Context: an optimization exercise on an open-source flow, tuned for small area. The choices shown serve that exercise and are no tape-out recipe.
RTL that was checked went through simulation tests only; none was proved equivalent to the original.
Function not checked in runs 3 and 4: the RTL went through the layout flow alone.
Power figures rest on the tool's default switching activity, not on a simulated workload.

[config.mk]
export PLATFORM = sky130hd
export DESIGN_NAME = pyro_radio_b
export DESIGN_NICKNAME = pyro_radio_b
export VERILOG_FILES = /design/flow/design.v
export SDC_FILE = /design/flow/constraint.sdc
export NUM_CORES = 8
export LEC_CHECK = 0
export CAP_MARGIN = 20
export CORE_MARGIN = 2
export CORE_UTILIZATION = 40
export SLEW_MARGIN = 20
[constraint.sdc]
create_clock -name core_clock -period 15.0 [get_ports {clk}]
set_input_delay 3.0000 -clock core_clock [delete_from_list [all_inputs] [get_ports {clk}]]
set_output_delay 3.0000 -clock core_clock [all_outputs]
set_load 0.01 [all_outputs]
[design.v]
module pyro_crc16_check (
    input  wire [175:0] frame,
    output wire         ok
);
    wire x176 = frame[33] ^ frame[34];
    wire x177 = frame[35] ^ frame[36];
    wire x178 = frame[63] ^ frame[106];
    wire x179 = frame[66] ^ frame[109];
    wire x180 = frame[64] ^ frame[107];
    wire x181 = frame[65] ^ frame[108];
    wire x182 = frame[12] ^ frame[15];
    wire x183 = frame[14] ^ frame[17];
    wire x184 = frame[20] ^ frame[69];
    wire x185 = frame[31] ^ frame[32];
    wire x186 = frame[61] ^ frame[104];
    wire x187 = frame[67] ^ frame[110];
    wire x188 = frame[68] ^ frame[111];
    wire x189 = frame[13] ^ frame[16];
    wire x190 = frame[62] ^ frame[105];
    wire x191 = frame[21] ^ frame[121];
    wire x192 = frame[70] ^ frame[113];
    wire x193 = frame[90] ^ frame[120];
    wire x194 = frame[22] ^ frame[122];
    wire x195 = frame[71] ^ frame[114];
    wire x196 = frame[23] ^ frame[123];
    wire x197 = frame[6] ^ x186;
    wire x198 = frame[11] ^ x179;
    wire x199 = frame[37] ^ x176;
    wire x200 = frame[112] ^ x184;
    wire x201 = frame[7] ^ x190;
    wire x202 = frame[8] ^ x178;
    wire x203 = frame[9] ^ x180;
    wire x204 = frame[10] ^ x181;
    wire x205 = frame[1] ^ frame[144];
    wire x206 = frame[18] ^ frame[102];
    wire x207 = frame[30] ^ frame[101];
    wire x208 = frame[2] ^ frame[145];
    wire x209 = frame[19] ^ frame[103];
    wire x210 = frame[3] ^ frame[146];
    wire x211 = frame[74] ^ frame[150];
    wire x212 = frame[115] ^ frame[151];
    wire x213 = frame[4] ^ frame[147];
    wire x214 = frame[91] ^ frame[153];
    wire x215 = frame[116] ^ frame[152];
    wire x216 = frame[25] ^ x182;
    wire x217 = frame[38] ^ x177;
    wire x218 = x185 ^ x187;
    wire x219 = frame[26] ^ x189;
    wire x220 = frame[98] ^ x183;
    wire x221 = frame[0] ^ frame[80];
    wire x222 = frame[24] ^ frame[124];
    wire x223 = frame[78] ^ frame[118];
    wire x224 = frame[81] ^ frame[157];
    wire x225 = frame[88] ^ frame[164];
    wire x226 = frame[143] ^ frame[149];
    wire x227 = frame[79] ^ frame[119];
    wire x228 = frame[82] ^ frame[158];
    wire x229 = frame[5] ^ frame[60];
    wire x230 = frame[83] ^ frame[159];
    wire x231 = frame[84] ^ frame[160];
    wire x232 = frame[85] ^ frame[161];
    wire x233 = frame[77] ^ frame[117];
    wire x234 = frame[86] ^ frame[162];
    wire x235 = frame[87] ^ frame[163];
    wire x236 = frame[156] ^ x188;
    wire x237 = frame[165] ^ x191;
    wire x238 = x192 ^ x206;
    wire x239 = frame[166] ^ x194;
    wire x240 = x195 ^ x209;
    wire x241 = frame[167] ^ x196;
    wire x242 = frame[75] ^ x212;
    wire x243 = frame[76] ^ x215;
    wire x244 = x214 ^ x233;
    wire x245 = frame[72] ^ x200;
    wire x246 = x199 ^ x217;
    wire x247 = frame[28] ^ frame[99];
    wire x248 = frame[39] ^ frame[94];
    wire x249 = frame[92] ^ frame[154];
    wire x250 = frame[95] ^ frame[127];
    wire x251 = frame[125] ^ frame[148];
    wire x252 = frame[29] ^ frame[100];
    wire x253 = frame[93] ^ frame[155];
    wire x254 = frame[58] ^ x205;
    wire x255 = frame[96] ^ x207;
    wire x256 = x193 ^ x226;
    wire x257 = x223 ^ x249;
    wire x258 = frame[59] ^ x208;
    wire x259 = x227 ^ x253;
    wire x260 = x197 ^ x225;
    wire x261 = x198 ^ x237;
    wire x262 = frame[73] ^ x201;
    wire x263 = frame[97] ^ x219;
    wire x264 = frame[126] ^ x239;
    wire x265 = frame[27] ^ x220;
    wire x266 = x202 ^ x211;
    wire x267 = x203 ^ x210;
    wire x268 = x204 ^ x213;
    wire x269 = frame[50] ^ frame[89];
    wire x270 = frame[53] ^ x251;
    wire x271 = frame[128] ^ x224;
    wire x272 = frame[168] ^ x222;
    wire x273 = frame[129] ^ x228;
    wire x274 = frame[57] ^ x221;
    wire x275 = frame[130] ^ x230;
    wire x276 = frame[131] ^ x231;
    wire x277 = frame[132] ^ x232;
    wire x278 = frame[133] ^ x234;
    wire x279 = frame[171] ^ x235;
    wire x280 = frame[44] ^ x254;
    wire x281 = frame[55] ^ x236;
    wire x282 = frame[134] ^ x256;
    wire x283 = x218 ^ x238;
    wire x284 = frame[45] ^ x258;
    wire x285 = x240 ^ x273;
    wire x286 = x241 ^ x248;
    wire x287 = frame[138] ^ x242;
    wire x288 = frame[139] ^ x243;
    wire x289 = frame[140] ^ x244;
    wire x290 = frame[40] ^ x246;
    wire x291 = frame[169] ^ x262;
    wire x292 = frame[170] ^ x264;
    wire x293 = x245 ^ x275;
    wire x294 = frame[56] ^ frame[142];
    wire x295 = frame[135] ^ frame[149];
    wire x296 = frame[41] ^ frame[42];
    wire x297 = frame[46] ^ frame[136];
    wire x298 = frame[47] ^ frame[137];
    wire x299 = frame[35] ^ frame[119];
    wire x300 = frame[52] ^ frame[120];
    wire x301 = frame[48] ^ frame[54];
    wire x302 = frame[141] ^ x247;
    wire x303 = frame[51] ^ x229;
    wire x304 = frame[43] ^ x250;
    wire x305 = x216 ^ x255;
    wire x306 = x257 ^ x270;
    wire x307 = x216 ^ x259;
    wire x308 = x198 ^ x252;
    wire x309 = x203 ^ x279;
    wire x310 = x176 ^ x204;
    wire x311 = frame[49] ^ x260;
    wire x312 = x271 ^ x283;
    wire x313 = x193 ^ x266;
    wire x314 = x274 ^ x285;
    wire x315 = frame[117] ^ x282;
    wire x316 = x177 ^ x289;
    wire x317 = x263 ^ x288;
    wire x318 = x281 ^ x311;
    wire x319 = frame[174] ^ x292;
    wire x320 = frame[41] ^ frame[69];
    wire x321 = frame[54] ^ frame[95];
    wire x322 = frame[125] ^ frame[173];
    wire x323 = frame[32] ^ frame[152];
    wire x324 = frame[0] ^ frame[52];
    wire x325 = frame[73] ^ frame[97];
    wire x326 = frame[12] ^ frame[33];
    wire x327 = frame[115] ^ frame[121];
    wire x328 = frame[13] ^ frame[118];
    wire x329 = frame[34] ^ frame[154];
    wire x330 = frame[42] ^ frame[59];
    wire x331 = frame[99] ^ frame[116];
    wire x332 = frame[122] ^ frame[145];
    wire x333 = frame[100] ^ frame[123];
    wire x334 = frame[46] ^ frame[124];
    wire x335 = frame[137] ^ frame[172];
    wire x336 = frame[47] ^ frame[94];
    wire x337 = frame[89] ^ frame[126];
    wire x338 = frame[2] ^ frame[175];
    wire x339 = frame[30] ^ frame[51];
    wire x340 = x183 ^ x250;
    wire x341 = frame[4] ^ x269;
    wire x342 = frame[96] ^ x295;
    wire x343 = frame[151] ^ x188;
    wire x344 = x180 ^ x205;
    wire x345 = x252 ^ x294;
    wire x346 = x320 ^ x322;
    wire x347 = frame[104] ^ x210;
    wire x348 = x181 ^ x208;
    wire x349 = x192 ^ x297;
    wire x350 = frame[31] ^ x296;
    wire x351 = frame[56] ^ x247;
    wire x352 = frame[93] ^ x324;
    wire x353 = frame[105] ^ x213;
    wire x354 = x195 ^ x298;
    wire x355 = frame[16] ^ x224;
    wire x356 = frame[58] ^ x194;
    wire x357 = frame[141] ^ x211;
    wire x358 = frame[17] ^ x228;
    wire x359 = frame[135] ^ x328;
    wire x360 = frame[148] ^ x229;
    wire x361 = x182 ^ x196;
    wire x362 = frame[14] ^ x299;
    wire x363 = frame[136] ^ x230;
    wire x364 = x189 ^ x222;
    wire x365 = frame[147] ^ x334;
    wire x366 = x231 ^ x335;
    wire x367 = frame[142] ^ x300;
    wire x368 = frame[1] ^ x234;
    wire x369 = x187 ^ x301;
    wire x370 = frame[20] ^ x185;
    wire x371 = frame[29] ^ x269;
    wire x372 = x221 ^ x272;
    wire x373 = x321 ^ x344;
    wire x374 = x255 ^ x347;
    wire x375 = x303 ^ x323;
    wire x376 = frame[15] ^ x238;
    wire x377 = x191 ^ x272;
    wire x378 = x197 ^ x276;
    wire x379 = x304 ^ x350;
    wire x380 = x325 ^ x353;
    wire x381 = frame[153] ^ x276;
    wire x382 = x200 ^ x207;
    wire x383 = x220 ^ x277;
    wire x384 = x243 ^ x326;
    wire x385 = x327 ^ x357;
    wire x386 = frame[43] ^ x278;
    wire x387 = frame[49] ^ x201;
    wire x388 = x244 ^ x359;
    wire x389 = x277 ^ x329;
    wire x390 = x330 ^ x361;
    wire x391 = x202 ^ x257;
    wire x392 = x235 ^ x240;
    wire x393 = x199 ^ x232;
    wire x394 = x219 ^ x278;
    wire x395 = x337 ^ x367;
    wire x396 = x218 ^ x302;
    wire x397 = x178 ^ x280;
    wire x398 = x245 ^ x261;
    wire x399 = x306 ^ x372;
    wire x400 = x284 ^ x343;
    wire x401 = frame[92] ^ x265;
    wire x402 = frame[127] ^ x286;
    wire x403 = x179 ^ x267;
    wire x404 = x265 ^ x352;
    wire x405 = x378 ^ x380;
    wire x406 = frame[102] ^ x308;
    wire x407 = frame[144] ^ x268;
    wire x408 = x383 ^ x385;
    wire x409 = frame[103] ^ x261;
    wire x410 = x266 ^ x389;
    wire x411 = x280 ^ x388;
    wire x412 = frame[155] ^ x309;
    wire x413 = x267 ^ x307;
    wire x414 = x310 ^ x366;
    wire x415 = frame[67] ^ x287;
    wire x416 = x268 ^ x336;
    wire x417 = frame[18] ^ x287;
    wire x418 = x305 ^ x371;
    wire x419 = x246 ^ x259;
    wire x420 = frame[150] ^ x290;
    wire x421 = x398 ^ x399;
    wire x422 = x312 ^ x341;
    wire x423 = x290 ^ x293;
    wire x424 = x313 ^ x401;
    wire x425 = x291 ^ x315;
    wire x426 = x314 ^ x384;
    wire x427 = x293 ^ x411;
    wire x428 = x392 ^ x413;
    wire x429 = frame[28] ^ x316;
    wire x430 = frame[19] ^ x317;
    wire x431 = frame[3] ^ x318;
    wire x432 = x319 ^ x349;
    wire x433 = x355 ^ x425;
    wire x434 = frame[5] ^ frame[172];
    wire x435 = x248 ^ x434;
    wire x436 = x302 ^ x340;
    wire x437 = x435 ^ x282;
    wire x438 = x305 ^ x436;
    wire x439 = x312 ^ x397;
    wire x440 = x437 ^ x438;
    wire x441 = x420 ^ x421;
    wire x442 = x439 ^ x440;
    wire x443 = x431 ^ x441;
    wire x444 = x442 ^ x443;
    wire x445 = frame[6] ^ frame[39];
    wire x446 = frame[91] ^ frame[112];
    wire x447 = x445 ^ x446;
    wire x448 = x237 ^ x342;
    wire x449 = x345 ^ x346;
    wire x450 = x447 ^ x263;
    wire x451 = x264 ^ x285;
    wire x452 = x307 ^ x373;
    wire x453 = x448 ^ x449;
    wire x454 = x291 ^ x400;
    wire x455 = x450 ^ x451;
    wire x456 = x452 ^ x453;
    wire x457 = x420 ^ x422;
    wire x458 = x454 ^ x455;
    wire x459 = x456 ^ x457;
    wire x460 = x458 ^ x459;
    wire x461 = frame[7] ^ frame[143];
    wire x462 = x212 ^ x296;
    wire x463 = x461 ^ x348;
    wire x464 = x462 ^ x263;
    wire x465 = x281 ^ x374;
    wire x466 = x375 ^ x463;
    wire x467 = x314 ^ x402;
    wire x468 = x464 ^ x465;
    wire x469 = x466 ^ x423;
    wire x470 = x424 ^ x467;
    wire x471 = x468 ^ x432;
    wire x472 = x469 ^ x470;
    wire x473 = x471 ^ x472;
    wire x474 = frame[8] ^ frame[39];
    wire x475 = frame[171] ^ frame[175];
    wire x476 = x214 ^ x215;
    wire x477 = x474 ^ x475;
    wire x478 = x241 ^ x242;
    wire x479 = x254 ^ x271;
    wire x480 = x351 ^ x354;
    wire x481 = x476 ^ x477;
    wire x482 = x376 ^ x377;
    wire x483 = x379 ^ x478;
    wire x484 = x479 ^ x480;
    wire x485 = x481 ^ x403;
    wire x486 = x404 ^ x405;
    wire x487 = x482 ^ x483;
    wire x488 = x484 ^ x423;
    wire x489 = x485 ^ x486;
    wire x490 = x487 ^ x488;
    wire x491 = x489 ^ x490;
    wire x492 = frame[9] ^ frame[48];
    wire x493 = frame[63] ^ frame[138];
    wire x494 = frame[165] ^ x223;
    wire x495 = x492 ^ x493;
    wire x496 = x258 ^ x356;
    wire x497 = x494 ^ x495;
    wire x498 = x379 ^ x381;
    wire x499 = x382 ^ x496;
    wire x500 = x497 ^ x406;
    wire x501 = x407 ^ x408;
    wire x502 = x498 ^ x499;
    wire x503 = x426 ^ x500;
    wire x504 = x501 ^ x502;
    wire x505 = x431 ^ x433;
    wire x506 = x503 ^ x504;
    wire x507 = x505 ^ x506;
    wire x508 = frame[10] ^ frame[64];
    wire x509 = frame[139] ^ frame[166];
    wire x510 = frame[170] ^ x227;
    wire x511 = x294 ^ x331;
    wire x512 = x332 ^ x508;
    wire x513 = x509 ^ x242;
    wire x514 = x358 ^ x360;
    wire x515 = x510 ^ x511;
    wire x516 = x512 ^ x374;
    wire x517 = x386 ^ x387;
    wire x518 = x390 ^ x513;
    wire x519 = x514 ^ x515;
    wire x520 = x409 ^ x410;
    wire x521 = x516 ^ x517;
    wire x522 = x518 ^ x519;
    wire x523 = x422 ^ x427;
    wire x524 = x520 ^ x521;
    wire x525 = x522 ^ x523;
    wire x526 = x524 ^ x525;
    wire x527 = frame[11] ^ frame[21];
    wire x528 = frame[44] ^ frame[50];
    wire x529 = frame[65] ^ frame[75];
    wire x530 = frame[140] ^ frame[146];
    wire x531 = frame[167] ^ x333;
    wire x532 = x527 ^ x528;
    wire x533 = x529 ^ x530;
    wire x534 = x239 ^ x303;
    wire x535 = x362 ^ x363;
    wire x536 = x364 ^ x531;
    wire x537 = x532 ^ x533;
    wire x538 = x283 ^ x386;
    wire x539 = x391 ^ x534;
    wire x540 = x535 ^ x536;
    wire x541 = x537 ^ x315;
    wire x542 = x400 ^ x405;
    wire x543 = x412 ^ x538;
    wire x544 = x539 ^ x540;
    wire x545 = x426 ^ x541;
    wire x546 = x542 ^ x543;
    wire x547 = x544 ^ x545;
    wire x548 = x546 ^ x547;
    wire x549 = frame[22] ^ frame[36];
    wire x550 = frame[45] ^ frame[66];
    wire x551 = frame[76] ^ frame[81];
    wire x552 = frame[101] ^ frame[106];
    wire x553 = frame[134] ^ frame[168];
    wire x554 = x251 ^ x300;
    wire x555 = x549 ^ x550;
    wire x556 = x551 ^ x552;
    wire x557 = x553 ^ x201;
    wire x558 = x236 ^ x241;
    wire x559 = x365 ^ x554;
    wire x560 = x555 ^ x556;
    wire x561 = x260 ^ x375;
    wire x562 = x557 ^ x558;
    wire x563 = x559 ^ x560;
    wire x564 = x408 ^ x414;
    wire x565 = x561 ^ x562;
    wire x566 = x563 ^ x427;
    wire x567 = x428 ^ x564;
    wire x568 = x565 ^ x566;
    wire x569 = x567 ^ x568;
    wire x570 = frame[23] ^ frame[77];
    wire x571 = frame[82] ^ frame[107];
    wire x572 = frame[122] ^ frame[156];
    wire x573 = frame[157] ^ frame[173];
    wire x574 = x295 ^ x297;
    wire x575 = x331 ^ x570;
    wire x576 = x571 ^ x572;
    wire x577 = x573 ^ x202;
    wire x578 = x362 ^ x574;
    wire x579 = x575 ^ x576;
    wire x580 = x260 ^ x284;
    wire x581 = x376 ^ x381;
    wire x582 = x393 ^ x394;
    wire x583 = x395 ^ x577;
    wire x584 = x578 ^ x579;
    wire x585 = x291 ^ x415;
    wire x586 = x416 ^ x580;
    wire x587 = x581 ^ x582;
    wire x588 = x583 ^ x584;
    wire x589 = x421 ^ x585;
    wire x590 = x586 ^ x587;
    wire x591 = x588 ^ x589;
    wire x592 = x590 ^ x591;
    wire x593 = frame[24] ^ frame[27];
    wire x594 = frame[68] ^ frame[78];
    wire x595 = frame[83] ^ frame[89];
    wire x596 = frame[108] ^ frame[158];
    wire x597 = x229 ^ x298;
    wire x598 = x333 ^ x593;
    wire x599 = x594 ^ x595;
    wire x600 = x596 ^ x217;
    wire x601 = x270 ^ x340;
    wire x602 = x368 ^ x369;
    wire x603 = x597 ^ x598;
    wire x604 = x599 ^ x261;
    wire x605 = x288 ^ x600;
    wire x606 = x601 ^ x602;
    wire x607 = x603 ^ x410;
    wire x608 = x604 ^ x605;
    wire x609 = x606 ^ x428;
    wire x610 = x607 ^ x608;
    wire x611 = x432 ^ x433;
    wire x612 = x609 ^ x610;
    wire x613 = x611 ^ x612;
    wire x614 = frame[37] ^ frame[72];
    wire x615 = frame[79] ^ frame[80];
    wire x616 = frame[84] ^ frame[101];
    wire x617 = frame[109] ^ frame[118];
    wire x618 = frame[121] ^ frame[124];
    wire x619 = frame[128] ^ frame[159];
    wire x620 = x184 ^ x338;
    wire x621 = x614 ^ x615;
    wire x622 = x616 ^ x617;
    wire x623 = x618 ^ x619;
    wire x624 = x216 ^ x342;
    wire x625 = x354 ^ x358;
    wire x626 = x369 ^ x620;
    wire x627 = x621 ^ x622;
    wire x628 = x623 ^ x394;
    wire x629 = x624 ^ x625;
    wire x630 = x626 ^ x627;
    wire x631 = x292 ^ x313;
    wire x632 = x402 ^ x407;
    wire x633 = x412 ^ x417;
    wire x634 = x628 ^ x629;
    wire x635 = x630 ^ x318;
    wire x636 = x429 ^ x631;
    wire x637 = x632 ^ x633;
    wire x638 = x634 ^ x635;
    wire x639 = x636 ^ x637;
    wire x640 = x638 ^ x639;
    wire x641 = frame[0] ^ frame[27];
    wire x642 = frame[48] ^ frame[53];
    wire x643 = frame[85] ^ frame[91];
    wire x644 = frame[113] ^ frame[129];
    wire x645 = frame[160] ^ x299;
    wire x646 = x332 ^ x641;
    wire x647 = x642 ^ x643;
    wire x648 = x644 ^ x197;
    wire x649 = x256 ^ x351;
    wire x650 = x363 ^ x370;
    wire x651 = x645 ^ x646;
    wire x652 = x647 ^ x262;
    wire x653 = x286 ^ x309;
    wire x654 = x310 ^ x648;
    wire x655 = x649 ^ x650;
    wire x656 = x651 ^ x397;
    wire x657 = x415 ^ x418;
    wire x658 = x652 ^ x653;
    wire x659 = x654 ^ x655;
    wire x660 = x430 ^ x656;
    wire x661 = x657 ^ x658;
    wire x662 = x659 ^ x660;
    wire x663 = x661 ^ x662;
    wire x664 = frame[40] ^ frame[57];
    wire x665 = frame[68] ^ frame[86];
    wire x666 = frame[114] ^ frame[123];
    wire x667 = frame[130] ^ frame[146];
    wire x668 = frame[161] ^ x225;
    wire x669 = x339 ^ x664;
    wire x670 = x665 ^ x666;
    wire x671 = x667 ^ x370;
    wire x672 = x668 ^ x669;
    wire x673 = x670 ^ x284;
    wire x674 = x373 ^ x377;
    wire x675 = x387 ^ x671;
    wire x676 = x672 ^ x317;
    wire x677 = x406 ^ x414;
    wire x678 = x673 ^ x674;
    wire x679 = x675 ^ x424;
    wire x680 = x429 ^ x676;
    wire x681 = x677 ^ x678;
    wire x682 = x679 ^ x680;
    wire x683 = x681 ^ x682;
    wire x684 = frame[55] ^ frame[60];
    wire x685 = frame[87] ^ frame[131];
    wire x686 = frame[162] ^ frame[169];
    wire x687 = x684 ^ x685;
    wire x688 = x686 ^ x346;
    wire x689 = x348 ^ x356;
    wire x690 = x365 ^ x687;
    wire x691 = x267 ^ x391;
    wire x692 = x393 ^ x396;
    wire x693 = x688 ^ x689;
    wire x694 = x690 ^ x316;
    wire x695 = x404 ^ x409;
    wire x696 = x417 ^ x418;
    wire x697 = x691 ^ x692;
    wire x698 = x693 ^ x694;
    wire x699 = x695 ^ x696;
    wire x700 = x697 ^ x698;
    wire x701 = x699 ^ x700;
    wire x702 = frame[70] ^ frame[88];
    wire x703 = frame[90] ^ frame[132];
    wire x704 = frame[163] ^ x186;
    wire x705 = x188 ^ x206;
    wire x706 = x339 ^ x702;
    wire x707 = x703 ^ x345;
    wire x708 = x368 ^ x704;
    wire x709 = x705 ^ x706;
    wire x710 = x306 ^ x390;
    wire x711 = x396 ^ x707;
    wire x712 = x708 ^ x709;
    wire x713 = x403 ^ x416;
    wire x714 = x419 ^ x710;
    wire x715 = x711 ^ x712;
    wire x716 = x319 ^ x430;
    wire x717 = x713 ^ x714;
    wire x718 = x715 ^ x716;
    wire x719 = x717 ^ x718;
    wire x720 = frame[71] ^ frame[133];
    wire x721 = frame[164] ^ x190;
    wire x722 = x209 ^ x226;
    wire x723 = x301 ^ x338;
    wire x724 = x720 ^ x218;
    wire x725 = x236 ^ x274;
    wire x726 = x279 ^ x304;
    wire x727 = x360 ^ x364;
    wire x728 = x721 ^ x722;
    wire x729 = x723 ^ x265;
    wire x730 = x268 ^ x286;
    wire x731 = x289 ^ x308;
    wire x732 = x382 ^ x395;
    wire x733 = x724 ^ x725;
    wire x734 = x726 ^ x727;
    wire x735 = x728 ^ x419;
    wire x736 = x729 ^ x730;
    wire x737 = x731 ^ x732;
    wire x738 = x733 ^ x734;
    wire x739 = x735 ^ x736;
    wire x740 = x737 ^ x738;
    wire x741 = x739 ^ x740;
    wire [15:0] r = {x741, x719, x701, x683, x663, x640, x613, x592, x569, x548, x526, x507, x491, x473, x460, x444};
    assign ok = (r == 16'h2DF9);
endmodule
module pyro_btn_entry (
    input  wire        clk,
    input  wire        rst,
    input  wire        eval,
    input  wire        v,
    input  wire        raw_state,      
    input  wire        tick,           
    input  wire [31:0] delta_r,        
    output reg  [2:0]  kind,
    output reg         stable_state,
    output reg         pending,
    output reg  [7:0]  repeat_count,
    output reg  [31:0] hold_time
);
    function [4:0] db_back(input integer n);    
        integer i;
        begin
            db_back = 5'b01111;
            for (i = 0; i < n; i = i + 1)       
                db_back = {~(db_back[0] ^ db_back[3]), db_back[4:1]};
        end
    endfunction
    function [8:0] pr_back(input integer n);    
        integer i;
        begin
            pr_back = 9'b011111111;
            for (i = 0; i < n; i = i + 1)       
                pr_back = {~(pr_back[0] ^ pr_back[5]), pr_back[8:1]};
        end
    endfunction
    localparam [4:0] DB_S = db_back(19);
    localparam [8:0] PR_P = pr_back(499);
    localparam [8:0] PR_R = pr_back(299);
    reg  [4:0] db;
    reg  [8:0] pr;
    wire db_top = &db[3:0];
    wire pr_top = &pr[7:0];
    wire [4:0] db_next = {db[3:0], ~(db[4] ^ db[2]) | db_top};
    wire [8:0] pr_next = {pr[7:0], ~(pr[8] ^ pr[4]) | pr_top};
    wire db_ok  = db_top & (db[4] | tick);    
    wire pr_ok  = pr_top & (pr[8] | tick);    
    wire rc      = v ^ raw_state;
    wire accept  = (v ^ stable_state) & ~rc & db_ok;
    wire in_hold = kind[2] & kind[0];
    wire s1 = pending & pr_ok;
    wire s2 = ~s1 & accept & v;
    wire s3 = ~s1 & accept & ~v;
    wire s4 = ~s1 & ~accept & stable_state & in_hold;
    wire s5 = ~s1 & ~accept & stable_state & ~in_hold & pr_ok;
    wire        upd  = eval & s4;               
    wire        keep = ~rst & ~(eval & (s2 | s4 | s5));
    wire [32:0] hc;
    wire [31:0] hsum;
    assign hc[0] = tick;
    genvar i;
    generate
        for (i = 0; i < 32; i = i + 1) begin : g_add
            assign hsum[i]   = hold_time[i] ^ delta_r[i] ^ hc[i];
            assign hc[i + 1] = (hold_time[i] & delta_r[i]) | (hc[i] & (hold_time[i] ^ delta_r[i]));
        end
    endgenerate
    wire [31:0] hnext = ({32{upd}} & hsum) | ({32{keep}} & hold_time);
    always @(posedge clk) begin
        hold_time <= hnext;
        if (rst | (eval & rc))
            db <= DB_S;
        else if (tick)
            db <= db_next;
        if (rst | (eval & s2))
            pr <= PR_P;
        else if (eval & s3)
            pr <= PR_R;
        else if (tick)
            pr <= pr_next;
        if (rst) begin
            stable_state <= 1'b0;
            kind         <= 3'd0;
            pending      <= 1'b0;
            repeat_count <= 8'd0;
        end else if (eval) begin
            if (s2) begin
                stable_state <= 1'b1;
                repeat_count <= pending ? ((&repeat_count) ? 8'd255 : repeat_count + 8'd1) : 8'd1;
            end
            if (s3)
                stable_state <= 1'b0;
            if (s1 | s2)
                pending <= 1'b0;
            else if (s3)
                pending <= ~in_hold;
            kind <= s1 ? 3'd4 : s2 ? 3'd2 : s3 ? 3'd3 : (s4 | s5) ? 3'd5 : 3'd0;
        end
    end
endmodule
module pyro_radio_b (
    input  wire          clk,
    input  wire          rst,             
    input  wire          frame_valid,
    input  wire [175:0]  frame,
    input  wire [31:0]   now,             
    output reg           st_valid,        
    output reg  [1:0]    st_code,         
    output reg  [43:0]   ch_off,          
    output reg  [47:0]   mouse,           
    output reg  [15:0]   mbtn_raw,        
    output reg  [15:0]   key_raw,
    output reg  [1:0]    sw_stable,       
    output reg  [6:0]    sw_event,        
    output reg  [31:0]   sw_change_time,  
    output wire [65:0]   btn_event,       
    output wire [21:0]   btn_stable,
    output wire [21:0]   btn_pending,
    output wire [175:0]  btn_repeat,      
    output wire [703:0]  btn_hold_time,   
    output reg           online
);
    localparam NBTN = 22;
    wire crc_ok;
    pyro_crc16_check u_crc (.frame(frame), .ok(crc_ok));
    wire [63:0] F = frame[79:16];
    wire [10:0] ch0 = F[10:0];
    wire [10:0] ch1 = F[21:11];
    wire [10:0] ch2 = F[32:22];
    wire [10:0] ch3 = F[43:33];
    wire [1:0]  gear = F[45:44];
    wire [3:0]  fn   = F[49:46];
    wire [7:0]  mb0  = frame[8*16 +: 8];
    wire [7:0]  mb1  = frame[8*17 +: 8];
    wire [15:0] keys = frame[8*18 +: 16];
    wire range_ok = (ch0 >= 11'd364) && (ch0 <= 11'd1684) &&
                    (ch1 >= 11'd364) && (ch1 <= 11'd1684) &&
                    (ch2 >= 11'd364) && (ch2 <= 11'd1684) &&
                    (ch3 >= 11'd364) && (ch3 <= 11'd1684);
    wire commit = frame_valid && crc_ok && range_ok && !rst;
    reg         now0_q;
    reg  [31:0] delta_n;                     
    wire [31:0] delta_r = ~delta_n;
    wire        tick = now[0] ^ now0_q;
    always @(posedge clk) begin
        now0_q <= now[0];
        if (rst)
            delta_n <= ~now;                 
        else if (commit)
            delta_n <= 32'hFFFFFFFF;         
        else
            delta_n <= delta_n - {31'd0, tick};
    end
    always @(posedge clk) begin
        st_code <= !crc_ok ? 2'd1 : !range_ok ? 2'd2 : 2'd0;
        if (rst) begin
            st_valid       <= 1'b0;
            ch_off         <= 44'd0;
            mouse          <= 48'd0;
            mbtn_raw       <= 16'd0;
            key_raw        <= 16'd0;
            sw_stable      <= 2'd0;
            sw_event       <= 7'd0;
            sw_change_time <= 32'd0;
        end else begin
            st_valid <= frame_valid;
            if (commit) begin
                ch_off   <= {ch3 ^ 11'h400, ch2 ^ 11'h400, ch1 ^ 11'h400, ch0 ^ 11'h400};
                mouse    <= frame[8*10 +: 48];
                mbtn_raw <= {mb1, mb0};
                key_raw  <= keys;
                if (gear != sw_stable) begin
                    sw_event       <= {3'd1, sw_stable, gear};
                    sw_stable      <= gear;
                    sw_change_time <= now;
                end else begin
                    sw_event       <= 7'd0;
                end
            end
        end
    end
    reg  [3:0] fn_raw;
    always @(posedge clk)
        if (rst)         fn_raw <= 4'd0;
        else if (commit) fn_raw <= fn;
    wire [NBTN-1:0] levels = {fn, (mb1 != 8'd0), (mb0 != 8'd0), keys};
    wire [NBTN-1:0] raws   = {fn_raw, (mbtn_raw[15:8] != 8'd0), (mbtn_raw[7:0] != 8'd0), key_raw};
    genvar g;
    generate
        for (g = 0; g < NBTN; g = g + 1) begin : g_btn
            pyro_btn_entry u_btn (
                .clk(clk), .rst(rst), .eval(commit), .v(levels[g]), .raw_state(raws[g]),
                .tick(tick), .delta_r(delta_r),
                .kind(btn_event[3*g +: 3]), .stable_state(btn_stable[g]),
                .pending(btn_pending[g]), .repeat_count(btn_repeat[8*g +: 8]),
                .hold_time(btn_hold_time[32*g +: 32]));
        end
    endgenerate
    always @(posedge clk) begin
        if (rst)
            online <= 1'b0;
        else if (commit)
            online <= 1'b1;
        else if ((delta_r > 32'd100) || (delta_r == 32'd100 && tick))
            online <= 1'b0;
    end
endmodule
[flow/run.sh]
#!/bin/bash
# Layout flow: the standard ORFS flow (standard.sh, with the standard
# synthesis unchanged), with these changes to how the layout is made:
#  - the port buffers that global placement inserts are sky130_fd_sc_hd__buf_1
#    instead of the cell buffer_ports would pick by itself;
#  - clock tree synthesis inserts no dummy loads.
# Each tool's full output goes to the ORFS logs under orfs/logs/, and the make
# output to flow_make.log in this folder.
set -euo pipefail
export BUFFER_PORTS_ARGS="-buffer_cell sky130_fd_sc_hd__buf_1"
export CTS_ARGS="-sink_clustering_enable -repair_clock_nets -dont_use_dummy_load"
bash standard.sh > flow_make.log 2>&1
[standard.sh]
#!/bin/bash
# synth_recipe.tcl (not shown) runs the flow's synth.tcl, then flattens the netlist and writes it again
# the make line also repeats each setting of config.mk as NAME=value (left out here)
make -C /OpenROAD-flow-scripts/flow DESIGN_CONFIG=/design/flow/config.mk WORK_HOME=/design/flow/orfs CLKGATE_MAP_FILE= SYNTH_SCRIPT=/design/flow/synth_recipe.tcl "${@:-finish}"
==> results of run 1 <==
state kept, by name, summed over array words and instances, names as in the netlist, 4 cells and up:
name and flops:
g_btn.u_btn.kind 66, key_raw 16, g_btn.u_btn.db 110, sw_event 5
sw_change_time 32, delta_n 32, g_btn.u_btn.pr 198, fn_raw 4
g_btn.u_btn.repeat_count 176, g_btn.u_btn.pending 22, mbtn_raw 16, mouse 48
g_btn.u_btn.hold_time 704, ch_off 44, g_btn.u_btn.stable_state 22
cell usage after synthesis, types with 6 or more instances:
cell type / n
mux2i_1: 124
clkbuf_1: 393
o31ai_1: 75
nand4_1: 166
nor4_1: 46
xor2_1: 165
nand3b_1: 15
nand3_1: 143
a211oi_1: 42
o21ai_0: 270
nand2_1: 943
o211ai_1: 34
ha_1: 33
a22o_1: 705
inv_1: 156
or3_1: 24
a31oi_1: 111
a41oi_1: 10
a31o_2: 8
and2_1: 7
o31a_1: 20
a21oi_1: 432
nor4b_2: 6
o21a_1: 30
buf_4: 62
o21bai_1: 23
xnor2_1: 322
xnor3_1: 109
or2_2: 19
o22ai_1: 14
nand2b_1: 23
buf_2: 90
fa_1: 682
a311oi_1: 106
nor2_1: 296
dfxtp_1: 1502
or4_1: 30
xor3_1: 9
and3_1: 77
nor3_1: 155
a21o_1: 47
buf_1: 24
final timing paths:
kind | slack, ns | cells after the start | end | from
setup / recovery | 0.21 | 41 | g_btn[6].u_btn.hold_time[31] | now[0]
hold / removal | 0.44 | 2 | g_btn[9].u_btn.db[2] | g_btn[9].u_btn.db[1]
setup reg to reg | 2.31 | 38 | g_btn[7].u_btn.hold_time[31] | delta_n[0]
hold reg to reg | 0.44 | 2 | g_btn[9].u_btn.db[2] | g_btn[9].u_btn.db[1]
kinds of logic (layout without fill, tap and decap cells):
kind of cell / Yosys count / count (layout) / share of synthesized area
compound gates: 1952 / 1952 / 0.177
xor+xnor: 605 / 605 / 0.0886
fa+ha+maj: 715 / 715 / 0.180
buf+inv: 728 / 1859 / 0.0393
flops: 1502 / 1502 / 0.384
mux: 124 / 124 / 0.0159
other cells: 1 / 10 / 0.0000479
simple gates: 1970 / 1970 / 0.115
critical path: cells and delay by family:
family,cells,cell delay (ns)
AOI/OAI and AO/OA,1,0.19
xor gates and xnor gates,2,0.33
adders and majority gates,31,11.13
buffers and inverters,7,0.80
layout by cell type, fill, tap and decap left out, drive strengths merged, types with 166 or more instances in the layout:
cell    instances
o21ai         270
a22o          705
nand2         943
clkbuf        177
a21oi         432
buf          1523
xnor2         322
nand4         166
fa            682
nor2          296
dfxtp        1502
what timing repair did:
action,4_1_cts,5_1_grt
buffers inserted,0,7
setup endpoints to repair,0,25
hold buffers,0,0
gates resized for setup,0,52
stage by stage:
stage          utilization  cells  worst slack (ns)  area (sq um)  setup TNS [ns]
6_report             0.471  11361             0.207         91800               0
5_1_grt              0.471  11356           -0.0235         91700         -0.0669
4_1_cts              0.469  11338            0.0865         91300               0
3_5_place_dp         0.446  11163            -0.793         87000          -30.67
3_3_place_gp         0.446  11163            -0.635         86900          -21.83
2_1_floorplan            -   7598            -0.452         79400          -13.05
layout make-up:
type / instances / area (sq um)
Fill cell: 18360 / 103000
Multi-Input combinational cell: 5368 / 46800
Sequential cell: 1502 / 30100
Timing Repair Buffer: 1525 / 6540
Clock buffer: 175 / 4380
Tap cell: 2624 / 3280
Inverter: 158 / 613
Antenna cell: 8 / 20.0
Timing Repair inverter: 1 / 8.76
per-layer routing:
metal | global-route usage | vias to the layer above | wire length, um
met5 | 0 | - | 120
met4 | 0.216 | 18 | 26900
met3 | 0.0942 | 722 | 30700
met2 | 0.507 | 2909 | 150000
met1 | 0.412 | 33074 | 131000
li1 | - | 29093 | -
power by group through the flow:
stage          Sequential [mW]  Combinational [mW]  Clock [mW]
4_1_cts                   4.15                2.18        3.73
3_3_place_gp              4.23                2.15           0
5_1_grt                   4.16                2.36        3.87
3_5_place_dp              4.23                2.16           0
2_1_floorplan             4.22                1.54           0
6_report                  4.15                2.21        3.67
==> impl_metrics.py, run 1 <==
metrics = {
    "run_status": {
        "outcome": "complete, no violations",
    },
    "power": {
        "internal_power_mw": 7.05,
        "switchingPower_mw": 2.98,
        "p_seq_frac": 0.414,
        "power_leakage_nw": 34.2,
        "finalPower_mw": 10.0,
        "power_frac_comb": 0.221,
        "irDropWorstVdd_uv": 144,
        "clock_power_share": 0.365,
        "swShare": 0.297,
        "power.density_mw_per_mm2": 109,
    },
    "worst_setup_path": {
        "worst-path-max-fanout": 8,
        "timing_worst_setup_path_type": "in2reg",
        "critical_path.startpoint_type": "input pin",
        "cpMostUsedCell": "fa_2",
        "cpPeakStageDelay_ns": 0.47,
        "slowest_stage": "fa_2",
        "end_kind": "register",
        "crit_arrival_ns": 15.45,
        "crit_required_ns": 15.66,
    },
    "floorplanning": {
        "core_area_sq_mm": 0.195,
        "rows": 162,
        "ios": 1370,
        "die_x_um": 446,
        "die_h_um": 446,
        "initial_core_util": 0.402,
        "die_area_sq_mm": 0.199,
    },
    "clocking": {
        "numCtsBuffers": 175,
        "path_clk_slew_ns": 0.06,
        "clock_latency_ns": 0.83,
        "cts_root_buffer": "clkbuf_16",
        "tritoncts": "yes",
        "h-tree-depth": 4,
        "cts_sinks": 1502,
        "cts.path.max_buffers": 3,
    },
    "synthesis": {
        "synthTopCellsByArea": "dfxtp_1 38%, fa_1 17%, a22o_1 7.9%, nand2_1 4.5%, xnor2_1 3.6%",
        "synth-main-ff-cell": "dfxtp_1",
        "synth_seq_area_share": 0.384,
        "async_reset_ff_frac": 0,
        "yosysWarnings": 2,
        "synth-edff-count": 0,
        "yosysTopAreaCell": "dfxtp_1",
        "synth.avg_cell_area_sq_um": 10.3,
        "synth_top_area_frac": 0.384,
        "synth.distinct_cells": 65,
        "yosys_register_bits": 1502,
        "syn_inst": 7597,
        "syn_area_sq_mm": 0.0783,
    },
    "sta": {
        "fin_crit_sh": 0.986,
        "final_hold_viol_count": 0,
        "slew_headroom": 0.188,
        "min_period_ns": 14.79,
        "fin_skew_ns": 0.0877,
        "finalSetupViolCount": 0,
        "worstMarginPinSlew_ns": 1.19,
        "max_freq_mhz": 67.6,
        "drv_slew": 0,
        "holdWs_ns": 0.441,
    },
    "detailed_routing": {
        "post_drt_wl_per_cell_um": 29.8,
        "drc_errors": 0,
        "drt.antenna.violating_nets": 0,
        "firstDrtPassIters": 7,
        "via_per_inst": 5.79,
        "drtIter0Drc": 6208,
        "totalWireLength_um": 339000,
        "via_count": 65816,
    },
    "global_route": {
        "track_usage": 0.332,
        "gr-total-overflow": 0,
        "grt_first_pass_wirelength_um": 476000,
        "antenna_found_initial": 24,
        "grt_max_degree": 136,
        "grt_pass1_vias": 62938,
    },
    "flow_run": {
        "drv_cap": 0,
    },
    "worst_hold_path": {
        "min-delay-path-class": "reg2reg",
    },
    "placed_design": {
        "dp_hpwl_um": 259000,
        "place_congestion": 0.978,
        "port_buffers": 1367,
    },
    "final_layout": {
        "syn_to_final_growth_pct": 17.2,
        "drive_gt1_frac": 0.105,
        "nets": 9657,
    },
}
==> inputs of run 2 (changes only) <==
==> run.sh (new file) <==
#!/bin/bash
# synth_recipe.tcl (not shown) runs the flow's synth.tcl, then flattens the netlist and writes it again
# the make line also repeats each setting of config.mk as NAME=value (left out here)
make -C /OpenROAD-flow-scripts/flow DESIGN_CONFIG=/design/flow/config.mk WORK_HOME=/design/flow/orfs CLKGATE_MAP_FILE= SYNTH_SCRIPT=/design/flow/synth_recipe.tcl finish
--- a/config.mk
+++ b/config.mk
@@ -8,4 +8,5 @@
 export CAP_MARGIN = 20
 export CORE_MARGIN = 2
 export CORE_UTILIZATION = 40
+export CTS_BUF_LIST = sky130_fd_sc_hd__clkbuf_4 sky130_fd_sc_hd__clkbuf_8
 export SLEW_MARGIN = 20
removed: flow/run.sh
removed: standard.sh
==> impl_metrics.py, run 2 <==
metrics = {
    "run_status": {
        "outcome": "complete, no violations",
    },
    "worst_setup_path": {
        "worst-path-max-fanout": 7,
        "crit_start": "now[0]",
        "end_kind": "register",
        "r2r-start": "delta_n[0]",
        "crit_arrival_ns": 15.52,
        "cp.buffers_inverters": 7,
        "slowest_stage": "fa_1",
        "cpMostUsedCell": "fa_2",
        "crit_family": "adder cells",
        "crit_required_ns": 15.90,
        "cpPeakStageDelay_ns": 0.40,
        "critical_path.startpoint_type": "input pin",
        "timing_worst_setup_path_type": "in2reg",
    },
    "clocking": {
        "clock_latency_ns": 1.06,
        "numCtsBuffers": 297,
        "cts.path.max_buffers": 4,
        "path_clk_slew_ns": 0.06,
        "tritoncts": "yes",
        "cts_sinks": 1502,
        "cts_root_buffer": "clkbuf_8",
        "h-tree-depth": 5,
    },
    "final_layout": {
        "nets": 9764,
        "layout.cells.non_filler": 11655,
        "final_cell_mix": "1,500 x dfxtp_1, 1,365 x clkdlybuf4s50_1, 943 x nand2_1",
        "syn_to_final_growth_pct": 29.9,
        "nFillCells": 17402,
        "drive_gt1_frac": 0.134,
        "final_common_cell": "dfxtp_1",
        "largest_reg_flops": 704,
        "reg_top3": "g_btn.u_btn.hold_time: 704 flops, g_btn.u_btn.pr: 198 flops, g_btn.u_btn.repeat_count: 176 flops",
        "final_area_sq_mm": 0.102,
        "largest_register": "g_btn.u_btn.hold_time",
    },
    "floorplanning": {
        "core_area_sq_mm": 0.195,
        "die_x_um": 446,
        "die_h_um": 446,
        "die_area_sq_mm": 0.199,
        "initial_core_util": 0.402,
        "rows": 162,
        "ios": 1370,
    },
    "power": {
        "finalPower_mw": 10.7,
        "internal_power_mw": 7.45,
        "p_seq_frac": 0.389,
        "irDropWorstVdd_uv": 106,
        "power_frac_comb": 0.211,
        "clock_power_share": 0.400,
        "power.density_mw_per_mm2": 105,
        "swShare": 0.301,
        "switchingPower_mw": 3.21,
        "power_leakage_nw": 38.2,
    },
    "global_route": {
        "grt_first_pass_wirelength_um": 489000,
        "grt_max_degree": 185,
        "antenna_found_initial": 30,
        "track_usage": 0.343,
        "grt_pass1_vias": 64429,
        "gr-total-overflow": 0,
    },
    "placed_design": {
        "dp_hpwl_um": 267000,
        "dpl.cell_count": 11151,
        "place_congestion": 0.973,
        "port_buffers": 1367,
        "placed_area_sq_mm": 0.0954,
    },
    "sta": {
        "drv_slew": 0,
        "fin_setup_tns_ns": 0,
        "rsz0062_at_grt": "false",
        "worstMarginPinSlew_ns": 1.10,
        "final_hold_viol_count": 0,
        "fin_skew_ns": 0.0985,
        "fin_crit_sh": 0.974,
        "min_period_ns": 14.61,
        "finalSetupViolCount": 0,
        "max_freq_mhz": 68.4,
        "slew_headroom": 0.261,
    },
    "worst_hold_path": {
        "min_from": "g_btn[0].u_btn.db[0]",
        "min-delay-path-class": "reg2reg",
    },
    "synthesis": {
        "yosysWarnings": 2,
        "yosysTopAreaCell": "dfxtp_1",
        "yosys_register_bits": 1502,
        "synth_common_cells": "1,502 x dfxtp_1, 943 x nand2_1, 705 x a22o_1",
        "synth.avg_cell_area_sq_um": 10.3,
        "async_reset_ff_frac": 0,
        "synth_top_area_frac": 0.384,
        "synth.distinct_cells": 65,
        "syn_inst": 7597,
        "yosysMostFrequentCell": "dfxtp_1",
        "synth_seq_area_share": 0.384,
        "syn_area_sq_mm": 0.0783,
        "synthTopCellsByArea": "dfxtp_1 38%, fa_1 17%, a22o_1 7.9%, nand2_1 4.5%, xnor2_1 3.6%",
        "synth-main-ff-cell": "dfxtp_1",
        "synth-edff-count": 0,
    },
    "detailed_routing": {
        "via_count": 66640,
        "post_drt_wl_per_cell_um": 30.1,
        "drtIter0Drc": 5814,
        "via_per_inst": 5.72,
        "drt.antenna.violating_nets": 0,
        "totalWireLength_um": 351000,
        "firstDrtPassIters": 6,
        "drc_errors": 0,
    },
    "flow_run": {
        "drv_cap": 0,
    },
}
==> run 2: cell counts after synthesis <==
Identical to the previous run, type by type.
==> run 2: final cells by class <==
| cell class | count | area (sq um) | share of cell area |
|---|---|---|---|
| multi-input cells | 5368 | 46800 | 0.460 |
| flip-flops and latches | 1502 | 30100 | 0.296 |
| clock inverters | 35 | 226 | 0.00223 |
| repair inverters | 1 | 16.3 | 0.000160 |
| well taps | 2624 | 3280 | 0.0323 |
| diodes | 11 | 27.5 | 0.000271 |
| repair buffers | 1510 | 15000 | 0.147 |
| clock buffers | 446 | 5650 | 0.0555 |
| inverters | 158 | 613 | 0.00603 |
==> run 2: power groups by stage <==
stage	logic [mW]	registers, mW	clock network (mW)
after CTS	2.22	4.15	4.34
after floorplan	1.54	4.22	0
final	2.24	4.15	4.26
after global routing	2.38	4.16	4.50
after global placement	2.19	4.23	0
after detailed placement	2.19	4.23	0
==> run 2: per-layer routing <==
metal	wire length [um]	track usage
met5	145	0
met4	27800	0.223
met3	29000	0.0865
met2	157000	0.532
met1	137000	0.423
==> run 2: tightest hold or removal path: stages, from the launching register on <==
cell     delay, ns
dfxtp_1       0.32
nand2_1       0.06
a21oi_1       0.05
==> run 2: worst paths after layout <==
kind,cells past startpoint,slack [ns],to
max,41,0.39,g_btn[15].u_btn.hold_time[31]
min reg2reg,2,0.45,g_btn[0].u_btn.db[1]
max reg2reg,37,2.20,g_btn[15].u_btn.hold_time[31]
min,2,0.45,g_btn[0].u_btn.db[1]
==> run 2: what timing repair did <==
item / CTS / global route
endpoints found under the setup margin: 3 / 40
hold buffers: 0 / 0
pin swaps: 1 / 11
setup buffers: 3 / 0
cloned: 1 / 0
resized for setup: 4 / 52
==> run 2: through the flow <==
stage          utilization  hold WS [ns]  setup WS [ns]
2_1_floorplan            -         0.439         -0.452
3_3_place_gp         0.490         0.435         -0.999
3_5_place_dp         0.490         0.439          -1.17
4_1_cts              0.520         0.434         0.0146
5_1_grt              0.522         0.466          0.219
6_report             0.522         0.446          0.388
==> run 2: cells by family after synthesis <==
logic type                 share of synthesized area
AOI/OAI and AO/OA                              0.177
xor gates and xnor gates                      0.0886
adders and majority gates                      0.180
buffers and inverters                         0.0393
DFF                                            0.384
muxes                                         0.0159
other                                      0.0000479
and+or+nand+nor                                0.115
==> inputs of run 3 (changes only) <==
--- a/design.v
+++ b/design.v
@@ -585,33 +585,35 @@
     output reg  [7:0]  repeat_count,
     output reg  [31:0] hold_time
 );
-    function [4:0] db_back(input integer n);    
+    function [4:0] db_steps(input [4:0] x, input integer n);
         integer i;
         begin
-            db_back = 5'b01111;
-            for (i = 0; i < n; i = i + 1)       
-                db_back = {~(db_back[0] ^ db_back[3]), db_back[4:1]};
+            db_steps = x;
+            for (i = 0; i < n; i = i + 1) db_steps = {db_steps[3:0], db_steps[4] ^ db_steps[2]};
         end
     endfunction
-    function [8:0] pr_back(input integer n);    
+    function [8:0] pr_steps(input [8:0] x, input integer n);
         integer i;
         begin
-            pr_back = 9'b011111111;
-            for (i = 0; i < n; i = i + 1)       
-                pr_back = {~(pr_back[0] ^ pr_back[5]), pr_back[8:1]};
+            pr_steps = x;
+            for (i = 0; i < n; i = i + 1) pr_steps = {pr_steps[7:0], pr_steps[8] ^ pr_steps[4]};
         end
     endfunction
-    localparam [4:0] DB_S = db_back(19);
-    localparam [8:0] PR_P = pr_back(499);
-    localparam [8:0] PR_R = pr_back(299);
+    localparam [4:0] DB_S  = 5'b00001;
+    localparam [4:0] DB_E1 = db_steps(DB_S, 19);
+    localparam [4:0] DB_E  = db_steps(DB_S, 20);
+    localparam [8:0] PR_P  = 9'b000000001;
+    localparam [8:0] PR_R  = pr_steps(PR_P, 200);
+    localparam [8:0] PR_E1 = pr_steps(PR_P, 499);
+    localparam [8:0] PR_E  = pr_steps(PR_P, 500);
     reg  [4:0] db;
     reg  [8:0] pr;
-    wire db_top = &db[3:0];
-    wire pr_top = &pr[7:0];
-    wire [4:0] db_next = {db[3:0], ~(db[4] ^ db[2]) | db_top};
-    wire [8:0] pr_next = {pr[7:0], ~(pr[8] ^ pr[4]) | pr_top};
-    wire db_ok  = db_top & (db[4] | tick);    
-    wire pr_ok  = pr_top & (pr[8] | tick);    
+    wire [4:0] db_next = {db[3:0], db[4] ^ db[2]};
+    wire [8:0] pr_next = {pr[7:0], pr[8] ^ pr[4]};
+    wire db_end = (db == DB_E);
+    wire db_ok  = db_end | ((db == DB_E1) & tick);    
+    wire pr_end = (pr == PR_E);
+    wire pr_ok  = pr_end | ((pr == PR_E1) & tick);    
     wire rc      = v ^ raw_state;
     wire accept  = (v ^ stable_state) & ~rc & db_ok;
     wire in_hold = kind[2] & kind[0];
@@ -637,13 +639,13 @@
         hold_time <= hnext;
         if (rst | (eval & rc))
             db <= DB_S;
-        else if (tick)
+        else if (tick & ~db_end)
             db <= db_next;
         if (rst | (eval & s2))
             pr <= PR_P;
         else if (eval & s3)
             pr <= PR_R;
-        else if (tick)
+        else if (tick & ~pr_end)
             pr <= pr_next;
         if (rst) begin
             stable_state <= 1'b0;
--- a/config.mk
+++ b/config.mk
@@ -8,5 +8,4 @@
 export CAP_MARGIN = 20
 export CORE_MARGIN = 2
 export CORE_UTILIZATION = 40
-export CTS_BUF_LIST = sky130_fd_sc_hd__clkbuf_4 sky130_fd_sc_hd__clkbuf_8
 export SLEW_MARGIN = 20
==> impl_metrics.py, run 3 <==
metrics = {
    "placed_design": {
        "place_congestion": 0.981,
        "port_buffers": 1367,
        "dpl.cell_count": 11141,
        "dp_hpwl_um": 277000,
        "placed_area_sq_mm": 0.0964,
    },
    "synthesis": {
        "syn_inst": 7519,
        "synth-main-ff-cell": "dfxtp_1",
        "async_reset_ff_frac": 0,
        "yosysMostFrequentCell": "dfxtp_1",
        "synth-edff-count": 0,
        "yosysWarnings": 2,
        "yosysTopAreaCell": "dfxtp_1",
        "synth.distinct_cells": 76,
        "synth.avg_cell_area_sq_um": 10.5,
        "synthTopCellsByArea": "dfxtp_1 38%, fa_1 17%, a22o_1 7.5%, xnor2_1 3.9%, nand2_1 3.8%",
        "syn_area_sq_mm": 0.0791,
        "yosys_register_bits": 1502,
        "synth_top_area_frac": 0.380,
        "synth_common_cells": "1,502 x dfxtp_1, 801 x nand2_1, 682 x a22o_1, 682 x fa_1, 453 x a21oi_1",
        "synth_seq_area_share": 0.380,
    },
    "sta": {
        "rsz0062_at_grt": "true",
        "worstMarginPinSlew_ns": 1.16,
        "finalSetupViolCount": 0,
        "max_freq_mhz": 67.7,
        "slew_headroom": 0.223,
        "drv_slew": 0,
        "fin_crit_sh": 0.985,
        "fin_skew_ns": 0.0496,
        "final_hold_viol_count": 0,
        "min_period_ns": 14.78,
    },
    "worst_setup_path": {
        "worst-path-max-fanout": 5,
        "crit_arrival_ns": 15.55,
        "timing_worst_setup_path_type": "in2reg",
        "slowest_stage": "fa_2",
        "cpPeakStageDelay_ns": 0.41,
        "cp.buffers_inverters": 6,
        "crit_family": "adder cells",
        "cpMostUsedCell": "fa_2",
        "ff2ff_path_depth": 39,
        "end_kind": "register",
        "crit_required_ns": 15.77,
        "critical_path.startpoint_type": "input pin",
        "cp.depth": 42,
    },
    "clocking": {
        "cts.path.max_buffers": 3,
        "numCtsBuffers": 175,
        "cts_hold_buf": 0,
        "tritoncts": "yes",
        "path_clk_slew_ns": 0.06,
        "clock_latency_ns": 0.87,
        "cts_sinks": 1502,
        "h-tree-depth": 4,
        "cts_root_buffer": "clkbuf_16",
    },
    "detailed_routing": {
        "via_per_inst": 5.78,
        "drt.antenna.violating_nets": 0,
        "drc_errors": 0,
        "drtIter0Drc": 5776,
        "totalWireLength_um": 360000,
        "firstDrtPassIters": 9,
        "via_count": 66214,
        "post_drt_wl_per_cell_um": 31.4,
    },
    "global_route": {
        "gr-total-overflow": 0,
        "antenna_found_initial": 14,
        "grt_max_degree": 141,
        "grt_first_pass_wirelength_um": 504000,
        "track_usage": 0.349,
        "grt_pass1_vias": 64181,
    },
    "power": {
        "power_leakage_nw": 38.0,
        "irDropWorstVdd_uv": 194,
        "power.density_mw_per_mm2": 107,
    },
    "final_layout": {
        "largest_register": "g_btn.u_btn.hold_time",
        "final_common_cell": "dfxtp_1",
        "layout.cells.non_filler": 11464,
        "nets": 9609,
        "largest_reg_flops": 704,
        "multiInputGateArea_sq_mm": 0.0476,
        "final_area_sq_mm": 0.102,
        "regArea_sq_mm": 0.0301,
        "syn_to_final_growth_pct": 29.4,
        "nFillCells": 17544,
        "post-route-util": 0.520,
        "reg_top3": "g_btn.u_btn.hold_time: 704 flops, g_btn.u_btn.pr: 198 flops, g_btn.u_btn.repeat_count: 176 flops",
        "drive_gt1_frac": 0.115,
        "final_cell_mix": "1,500 x dfxtp_1, 1,364 x clkdlybuf4s50_1, 801 x nand2_1",
    },
    "floorplanning": {
        "core_area_sq_mm": 0.197,
        "ios": 1370,
        "rows": 163,
        "die_area_sq_mm": 0.201,
        "initial_core_util": 0.402,
        "die_x_um": 449,
        "die_h_um": 449,
    },
    "flow_run": {
        "drv_cap": 0,
    },
    "worst_hold_path": {
        "min-delay-path-class": "reg2reg",
        "hold_path_depth": 2,
    },
    "run_status": {
        "outcome": "complete, no violations",
    },
}
-- run 3: worst paths after layout --
| path | slack, ns | start | endpoint |
|---|---|---|---|
| setup / recovery | 0.22 | now[0] | g_btn[0].u_btn.hold_time[31] |
| hold / removal | 0.45 | ch_off[16] | ch_off[16] |
| setup reg to reg | 1.97 | delta_n[0] | g_btn[0].u_btn.hold_time[31] |
| hold reg to reg | 0.45 | ch_off[16] | ch_off[16] |
-- run 3: timing repair --
action | CTS | global route
endpoints found under the setup margin | 0 | 31
setup buffers | 0 | 2
resized for setup | 0 | 6
-- run 3: routing by layer --
metal,share of wire,global-route usage,vias up
met3,0.083,0.0996,753
met5,0.000075,0,-
li1,-,-,29156
met4,0.081,0.236,4
met2,0.47,0.569,2981
met1,0.37,0.396,33320
-- run 3: final cells by class --
| cell class | count | area share |
|---|---|---|
| well taps | 2640 | 0.0322 |
| repair buffers | 1483 | 0.144 |
| diodes | 7 | 0.000171 |
| flip-flops and latches | 1502 | 0.294 |
| clock inverters | 52 | 0.00719 |
| multi-input cells | 5331 | 0.465 |
| clock buffers | 259 | 0.0510 |
| inverters | 190 | 0.00718 |
-- run 3: worst register-to-register path, delay by kind of cell (launching register included) --
| family | cells | cell delay [ns] |
|---|---|---|
| XOR/XNOR | 1 | 0.16 |
| AO/OA/AOI/OAI | 2 | 0.40 |
| adder cells (fa/ha/maj) | 31 | 10.86 |
| AND/OR/NAND/NOR | 1 | 0.30 |
| flip-flops | 1 | 0.35 |
| buffers and inverters | 4 | 0.91 |
-- run 3: cell families after synthesis --
logic type / after synthesis / synth area share
XOR/XNOR: 580 / 0.0879
adder cells (fa/ha/maj): 715 / 0.178
other: 1 / 0.0000474
AND/OR/NAND/NOR: 1865 / 0.112
flip-flops: 1502 / 0.380
multiplexers: 220 / 0.0278
buffers and inverters: 687 / 0.0381
AO/OA/AOI/OAI: 1949 / 0.176
-- run 3: through the flow --
stage                     setup slack [ns]  TNS, ns  total power, mW  hold slack, ns
after CTS                           0.0820        0             11.0           0.450
after global routing               -0.0750  -0.0750             11.3           0.460
after floorplan                     -0.454    -9.98             5.72           0.445
final                                0.220        0             11.0           0.448
after detailed placement            -0.792   -36.33             6.52           0.441
after global placement              -0.687   -28.21             6.50           0.437
-- run 3: report_power, final --
part | total, mW | leakage, nW | switching (mW) | internal (mW)
clock | 4.50 | 2.96 | 1.85 | 2.65
sequential | 4.11 | 12.1 | 0.0704 | 4.04
combinational | 2.35 | 22.9 | 1.35 | 1.01
total | 11.0 | 38.0 | 3.27 | 7.70
==> inputs of run 4 (changes only) <==
--- a/config.mk
+++ b/config.mk
@@ -5,7 +5,7 @@
 export SDC_FILE = /design/flow/constraint.sdc
 export NUM_CORES = 8
 export LEC_CHECK = 0
-export CAP_MARGIN = 20
+export CAP_MARGIN = 0
 export CORE_MARGIN = 2
 export CORE_UTILIZATION = 40
-export SLEW_MARGIN = 20
+export SLEW_MARGIN = 0
==> impl_metrics.py, run 4 <==
metrics = {
    "clocking": {
        "h-tree-depth": 4,
        "cts.path.max_buffers": 3,
        "cts_hold_buf": 0,
        "cts_sinks": 1502,
        "clock_latency_ns": 0.89,
        "cts_root_buffer": "clkbuf_16",
        "path_clk_slew_ns": 0.06,
        "tritoncts": "yes",
        "numCtsBuffers": 177,
    },
    "placed_design": {
        "dpl.cell_count": 11141,
        "post-place-ws_ns": -0.797,
        "place_congestion": 0.981,
        "dp_hpwl_um": 277000,
        "placed_area_sq_mm": 0.0963,
        "port_buffers": 1367,
    },
    "global_route": {
        "grt_max_degree": 141,
        "grt_pass1_vias": 64295,
        "track_usage": 0.349,
        "grt_first_pass_wirelength_um": 505000,
        "antenna_found_initial": 16,
        "gr-total-overflow": 0,
    },
    "worst_setup_path": {
        "ff2ff_path_depth": 39,
        "end_kind": "register",
        "r2r-start": "delta_n[0]",
        "timing_worst_setup_path_type": "in2reg",
        "crit_arrival_ns": 15.61,
        "ff2ff_setup_slack_ns": 1.94,
        "crit_required_ns": 15.77,
        "slowest_stage": "fa_2",
        "cpMostUsedCell": "fa_2",
        "cpPeakStageDelay_ns": 0.41,
        "worst-path-max-fanout": 5,
        "critical_path.startpoint_type": "input pin",
        "worstReg2RegEnd": "g_btn[0].u_btn.hold_time[31]",
    },
    "floorplanning": {
        "die_x_um": 449,
        "die_h_um": 449,
        "initial_core_util": 0.402,
        "die_area_sq_mm": 0.201,
        "core_area_sq_mm": 0.197,
        "rows": 163,
        "ios": 1370,
    },
    "synthesis": {
        "synthTopCellsByArea": "dfxtp_1 38%, fa_1 17%, a22o_1 7.5%, xnor2_1 3.9%, nand2_1 3.8%",
        "syn_area_sq_mm": 0.0791,
        "yosys_register_bits": 1502,
        "async_reset_ff_frac": 0,
        "synth.distinct_cells": 76,
        "yosysTopAreaCell": "dfxtp_1",
        "synth_seq_area_share": 0.380,
        "yosysWarnings": 2,
        "synth.avg_cell_area_sq_um": 10.5,
        "synth-edff-count": 0,
        "synth_top_area_frac": 0.380,
        "yosysMostFrequentCell": "dfxtp_1",
        "synth_common_cells": "1,502 x dfxtp_1, 801 x nand2_1, 682 x a22o_1, 682 x fa_1, 453 x a21oi_1",
        "syn_inst": 7519,
        "synth-main-ff-cell": "dfxtp_1",
    },
    "sta": {
        "min_period_ns": 14.84,
        "worst_slack_ns": 0.161,
        "fin_setup_tns_ns": 0,
        "final_hold_viol_count": 0,
        "finalSetupViolCount": 0,
        "drv_slew": 0,
        "fin_crit_sh": 0.989,
        "slew_headroom": 0.150,
        "fin_skew_ns": 0.0667,
        "rsz0062_at_grt": "true",
        "max_freq_mhz": 67.4,
        "worstMarginPinSlew_ns": 1.27,
    },
    "power": {
        "power_leakage_nw": 38.0,
        "power.density_mw_per_mm2": 107,
        "irDropWorstVdd_uv": 194,
    },
    "detailed_routing": {
        "drc_errors": 0,
        "totalWireLength_um": 360000,
        "highest_layer": "met5",
        "route.met3.wl_um": 30800,
        "drt.antenna.violating_nets": 0,
        "via_per_inst": 5.77,
        "met1_length_um": 131000,
        "via_count": 66269,
        "firstDrtPassIters": 8,
        "post_drt_wl_per_cell_um": 31.4,
        "drtIter0Drc": 5589,
        "wl_met2_um": 168000,
    },
    "final_layout": {
        "layout.cells.non_filler": 11476,
        "largest_reg_flops": 704,
        "largest_register": "g_btn.u_btn.hold_time",
        "final_common_cell": "dfxtp_1",
        "reg_top3": "g_btn.u_btn.hold_time: 704 flops, g_btn.u_btn.pr: 198 flops, g_btn.u_btn.repeat_count: 176 flops",
        "final_area_sq_mm": 0.102,
        "drive_gt1_frac": 0.116,
        "nets": 9608,
        "syn_to_final_growth_pct": 29.5,
        "post-route-util": 0.520,
        "final_cell_mix": "1,500 x dfxtp_1, 1,365 x clkdlybuf4s50_1, 801 x nand2_1",
    },
    "worst_hold_path": {
        "min-delay-path-class": "reg2reg",
        "hold_path_end": "ch_off[16]",
        "hold_path_depth": 2,
        "min_from": "ch_off[16]",
    },
    "run_status": {
        "outcome": "complete, no violations",
    },
    "flow_run": {
        "drv_cap": 0,
    },
}
## run 4: changes by cell type in the layout (fill, tap and decap cells not counted), moves of 3 or more
cell,before,now
bufinv_16,14,11
clkinv_16,0,7
clkinv_2,33,38
clkinvlp_4,1,7
diode_2,7,10
inv_16,5,2
nor2_2,16,19
nor2_4,7,4
## run 4: cell type report
| type | instances | area, sq um |
|---|---|---|
| Antenna cell | 10 | 25.0 |
| Clock buffer | 259 | 5220 |
| Clock inverter | 64 | 875 |
| Fill cell | 17511 | 94500 |
| Inverter | 190 | 736 |
| Multi-Input combinational cell | 5331 | 47600 |
| Sequential cell | 1502 | 30100 |
| Tap cell | 2640 | 3300 |
| Timing Repair Buffer | 1480 | 14700 |
## run 4: cell families after synthesis
family / count (synthesis) / share of synthesized area
AO/OA/AOI/OAI: 1949 / 0.176
XOR/XNOR: 580 / 0.0879
other: 1 / 0.0000474
flip-flops: 1502 / 0.380
buffers and inverters: 687 / 0.0381
adder cells (fa/ha/maj): 715 / 0.178
AND/OR/NAND/NOR: 1865 / 0.112
multiplexers: 220 / 0.0278
## run 4: worst max path at each step
stage / from / endpoint / slack, ns
finish: now[0] / g_btn[0].u_btn.hold_time[31] / 0.16
global route: now[0] / g_btn[0].u_btn.hold_time[31] / -0.09
CTS: now[0] / g_btn[0].u_btn.hold_time[31] / 0.09
detailed placement: now[0] / g_btn[15].u_btn.hold_time[31] / -0.80
global placement: now[0] / g_btn[8].u_btn.hold_time[31] / -0.69
floorplan: now[0] / g_btn[0].u_btn.hold_time[31] / -0.45
## run 4: metrics by stage
stage               power (mW)  hold WS (ns)
floorplan                 5.72         0.445
global placement          6.50         0.437
detailed placement        6.51         0.440
CTS                       11.0         0.451
global route              11.3         0.460
finish                    11.0         0.448
## run 4: critical path, delay by kind of cell
family	cells	cell delay [ns]
compound gates	2	0.41
xor+xnor	2	0.39
fa+ha+maj	31	10.81
buf+inv	6	0.66
simple gates	1	0.29
## run 4: metal layers
layer,vias to the layer above,GRT usage
met2,2950,0.569
met5,-,0
li1,29153,-
met4,6,0.236
met3,793,0.104
met1,33367,0.394
## run 4: report_power, final
group          internal [mW]  leakage, nW  switching [mW]  total (mW)
clock network           2.62         2.98            1.90        4.52
logic                   1.01         22.8            1.35        2.36
registers               4.04         12.1          0.0705        4.11
## run 4: timing repair
action	CTS	global route
buffers inserted	0	2
endpoints found under the hold margin	0	0
setup endpoints to repair	0	28
gates resized for setup	0	4

-- separate check: timing with driven ports --
Ports are ideal in the flow. The routed layouts listed here were re-timed in OpenROAD. Step 1 assumes that a clkbuf_16 drives the clock port and a buf_2 every other input. Step 2 adds t to the input delays and takes it off the output delays; t is the mean of the earliest and latest rising clock arrival at the registers after step 1. Input paths then give back, and output paths get back, about the clock's delay inside the block. Slacks: ideal ports / drivers / drivers and shift; pairs: ideal ports / drivers.
run | shift t [ns] | setup slack, ns | worst register clock-pin slew, ns
run 1 | 0.888 | 0.207 / 0.287 / -0.601 | 0.06 / 0.06
run 2 | 1.098 | 0.388 / 0.454 / -0.644 | 0.07 / 0.07
run 3 | 0.948 | 0.220 / 0.293 / -0.655 | 0.08 / 0.08
run 4 | 0.951 | 0.161 / 0.223 / -0.728 | 0.07 / 0.07
Met with ideal ports but missed after step 2: setup timing in every run listed. The setup slack of run 2, which loses most, moves by +0.066 ns with the drivers and by -1.032 ns with both steps.
